From an optimization exercise on the open Yosys and OpenROAD flow, aimed at small area; shortcuts taken in it are not production practice.
Only simulation tests tie the RTL to the original design; equivalence was not proved.
The flow treats the clock pin as an ideal source, which a real chip does not have.
Power and IR drop assume default switching activity.

==> fjord: inputs <==
==> flow/design.v (excerpt) <==
module es51986_decoder (
    input  wire        clk,
    input  wire        rst,           
    input  wire        in_valid,
    input  wire [7:0]  in_byte,
    output wire        out_valid,
    output wire        out_is_err,
    output wire [29:0] out_payload,
    input  wire [2:0]  q_range,
    input  wire [3:0]  q_func,
    input  wire [15:0] q_digits,      
    output wire        res_valid,
    output wire [1:0]  res_place,
    output wire [2:0]  res_prefix,
    output wire [2:0]  res_base,
    output wire [2:0]  res_len,
    output wire [39:0] res_text
);
    reg        after_cr;     
    reg        ov;           
    reg [3:0]  olen;         
    reg [71:0] sr;           
    wire       n_after_cr, n_ov, append;
    wire [3:0] n_olen;
    es_framer_next u_next (
        .rst(rst), .in_valid(in_valid), .in_byte(in_byte),
        .after_cr(after_cr), .ov(ov), .olen(olen),
        .n_after_cr(n_after_cr), .n_ov(n_ov), .n_olen(n_olen), .append(append)
    );
    always @(posedge clk) begin
        after_cr <= n_after_cr;
        ov       <= n_ov;
        olen     <= n_olen;
    end
    always @(posedge clk) begin
        if (append)
            sr <= {sr[63:0], in_byte};
    end
    es_frame_decode u_dec (
        .ov(ov), .olen(olen),
        .frame({sr[7:0], sr[15:8], sr[23:16], sr[31:24], sr[39:32],
                sr[47:40], sr[55:48], sr[63:56], sr[71:64]}),
        .is_err(out_is_err), .payload(out_payload)
    );
    assign out_valid = ov;
    reg [2:0]  qr;
    reg [3:0]  qf;
    reg [15:0] qd;
    always @(posedge clk) begin
        qr <= q_range;
        qf <= q_func;
        qd <= q_digits;
    end
    es_resolver u_res (
        .range_i(qr), .func_i(qf), .digits(qd),
        .valid(res_valid), .place(res_place), .prefix(res_prefix), .base(res_base),
        .len(res_len), .text(res_text)
    );
endmodule
export LEC_CHECK = 0
export CAP_MARGIN = 20
export CORE_MARGIN = 2
export CORE_UTILIZATION = 60
export PLACE_DENSITY = 0.75
export SLEW_MARGIN = 20
export SYNTH_HIERARCHICAL = 1
export SYNTH_MINIMUM_KEEP_SIZE = 0
create_clock -name core_clock -period 8.5 [get_ports {clk}]
standard.sh (not shown) runs the stock make flow with config.mk's settings and CLKGATE_MAP_FILE= SYNTH_SCRIPT=/design/flow/synth_recipe.tcl, a recipe that flattens the netlist after the stock synthesis.
==> flow/flow/run.sh <==
#!/bin/bash
# Standard ORFS layout (standard.sh) with these changes:
#  - the port buffers are the smallest buffer cell (buf_1);
#  - clock tree synthesis adds no dummy loads and uses clkbuf_8;
#  - the constant outputs share the tie cell that synthesis made
#    (SKIP_REPAIR_TIE_FANOUT), instead of one tie cell per output.
# make's output goes to standard_cts.log and standard.log, the sizing step's
# to clock_sizing.log; each ORFS tool's own log is in orfs/logs.
set -euo pipefail
export BUFFER_PORTS_ARGS="-buffer_cell sky130_fd_sc_hd__buf_1"
export SKIP_REPAIR_TIE_FANOUT=1
export CTS_ARGS="-sink_clustering_enable -repair_clock_nets -dont_use_dummy_load -buf_list sky130_fd_sc_hd__clkbuf_8"
bash standard.sh cts > standard_cts.log 2>&1
R=orfs/results/$FLOW_PLATFORM/es51986_decoder/base
IN_ODB=$R/4_cts.odb IN_SDC=$R/4_cts.sdc OUT_ODB=$R/4_cts_sized.odb SLEW_LIMIT=0.115 \
    openroad -no_init -exit flow/clock_sizing.tcl > clock_sizing.log 2>&1
cp $R/4_cts_sized.odb $R/4_cts.odb
bash standard.sh finish > standard.log 2>&1
==> flow/flow/clock_sizing.tcl <==
# Clock buffer sizing after CTS: each clock buffer is tried at
# sky130_fd_sc_hd__clkbuf_4, then sky130_fd_sc_hd__clkbuf_2, and keeps the
# smaller cell only if the largest flip-flop clock-pin slew, estimated from
# the placement, stays under SLEW_LIMIT (ns). Every buffer keeps its place.
set platform $::env(FLOW_HOME)/platforms/$::env(FLOW_PLATFORM)
foreach lib [glob $platform/lib/*.lib] {
  if {![string match "*dummy*" $lib]} { read_liberty $lib }
}
read_db $::env(IN_ODB)
read_sdc $::env(IN_SDC)
source $platform/setRC.tcl
set_propagated_clock [all_clocks]
set limit $::env(SLEW_LIMIT)
proc maxslew {} {
  estimate_parasitics -placement
  set mx 0
  foreach p [get_pins -hierarchical */CLK] {
    foreach prop {slew_max_rise slew_max_fall} {
      set s [get_property $p $prop]
      if {$s > $mx} { set mx $s }
    }
  }
  return $mx
}
puts "start: largest clock-pin slew [maxslew]"
foreach target {sky130_fd_sc_hd__clkbuf_4 sky130_fd_sc_hd__clkbuf_2} {
  set tz [string range $target [expr [string last _ $target] + 1] end]
  foreach inst [get_cells *] {
    set m [get_property $inst ref_name]
    if {![string match "sky130_fd_sc_hd__clkbuf_*" $m]} { continue }
    set sz [string range $m [expr [string last _ $m] + 1] end]
    if {$tz >= $sz} { continue }
    replace_cell $inst $target
    set s [maxslew]
    if {$s > $limit} {
      replace_cell $inst $m
    } else {
      puts "[get_full_name $inst]: $m -> $target (largest clock-pin slew $s)"
    }
  }
}
puts "end: largest clock-pin slew [maxslew]"
write_db $::env(OUT_ODB)
==> garnet (differences from fjord) <==
==> flow/flow/run.sh (replaced) <==
#!/bin/bash
# Standard ORFS layout with two changes: the port buffers are the smallest
# buffer cell, and clock tree synthesis adds no dummy loads and uses small
# clock buffers. Each tool's output is kept in orfs/logs; make's own output
# goes to standard.log.
set -euo pipefail
export BUFFER_PORTS_ARGS="-buffer_cell sky130_fd_sc_hd__buf_1"
export CTS_ARGS="-sink_clustering_enable -repair_clock_nets -dont_use_dummy_load -buf_list {sky130_fd_sc_hd__clkbuf_4 sky130_fd_sc_hd__clkbuf_8}"
bash standard.sh finish > standard.log 2>&1
removed: flow/flow/clock_sizing.tcl
==> harbor (differences from fjord) <==
==> flow/flow/run.sh (replaced) <==
#!/bin/bash
set -euo pipefail
export BUFFER_PORTS_ARGS="-buffer_cell sky130_fd_sc_hd__buf_1"
export CTS_ARGS="-sink_clustering_enable -repair_clock_nets -dont_use_dummy_load -buf_list sky130_fd_sc_hd__clkbuf_8"
bash standard.sh cts > standard_cts.log 2>&1
R=orfs/results/$FLOW_PLATFORM/es51986_decoder/base
IN_ODB=$R/4_cts.odb IN_SDC=$R/4_cts.sdc OUT_ODB=$R/4_cts_sized.odb SLEW_LIMIT=0.120 \
    openroad -no_init -exit flow/clock_sizing.tcl > clock_sizing.log 2>&1
cp $R/4_cts_sized.odb $R/4_cts.odb
bash standard.sh finish > standard.log 2>&1
==> run summary <==
| item | harbor | garnet | fjord |
|---|---|---|---|
| Result of the run | finished clean | finished clean | finished clean |
| Arrival time of the worst setup path | 5130 ps | 5100 ps | 5060 ps |
| Switching fraction of total power | 0.268 | 0.265 | 0.266 |
| Slowest cell on crit path | sky130_fd_sc_hd__nand2_1 | sky130_fd_sc_hd__nor2_1 | sky130_fd_sc_hd__nand2_1 |
| Clock latency at the later pin of the worst-skew pair | 420 ps | 350 ps | 500 ps |
| Area of placed instances | 4940 um2 | 4940 um2 | 4900 um2 |
| Number of global-route vias before repair | 3,395 | 3,396 | 3,263 |
| Clock-cell share | 0.0184 | 0.0245 | 0.0205 |
| Final core occ | 0.619 | 0.622 | 0.616 |
| Worst-margin pin slew | 873 ps | 870 ps | 835 ps |
| Final period utilization | 0.804 | 0.800 | 0.795 |
| Achievable Freq | 0.146 GHz | 0.147 GHz | 0.148 GHz |
| Min-delay src | sr[20]$_DFFE_PP_ | sr[13]$_DFFE_PP_ | sr[23]$_DFFE_PP_ |

==> re-timing with driven ports <==
No port has a modelled driver above. Below, the same layouts with a new extraction and two added sets of constraints.
Step 1: set_driving_cell puts a clkbuf_16 on clk and a buf_2 on each other input, an assumption about the parent block.
Step 2 times the ports against the registers' clock, not the clock port: input delays grow and output delays shrink by t, the midpoint of the rising clock arrivals with the driver on.
Three values: ideal ports, drivers, drivers and shift; two values: the first two.
run	t (ns)	setup slack, ns	worst hold slack (ns)	worst setup path at the end	worst slew at a driven data input, ns
fjord	0.524	1.744 / 1.714 / 2.238	0.423 / 0.423 / 0.423	register to output	0.04
garnet	0.377	1.704 / 1.673 / 2.050	0.420 / 0.420 / 0.420	register to output	0.04
harbor	0.436	1.668 / 1.639 / 2.076	0.425 / 0.425 / 0.425	register to output	0.04
After both steps setup and hold are still met in every run listed.
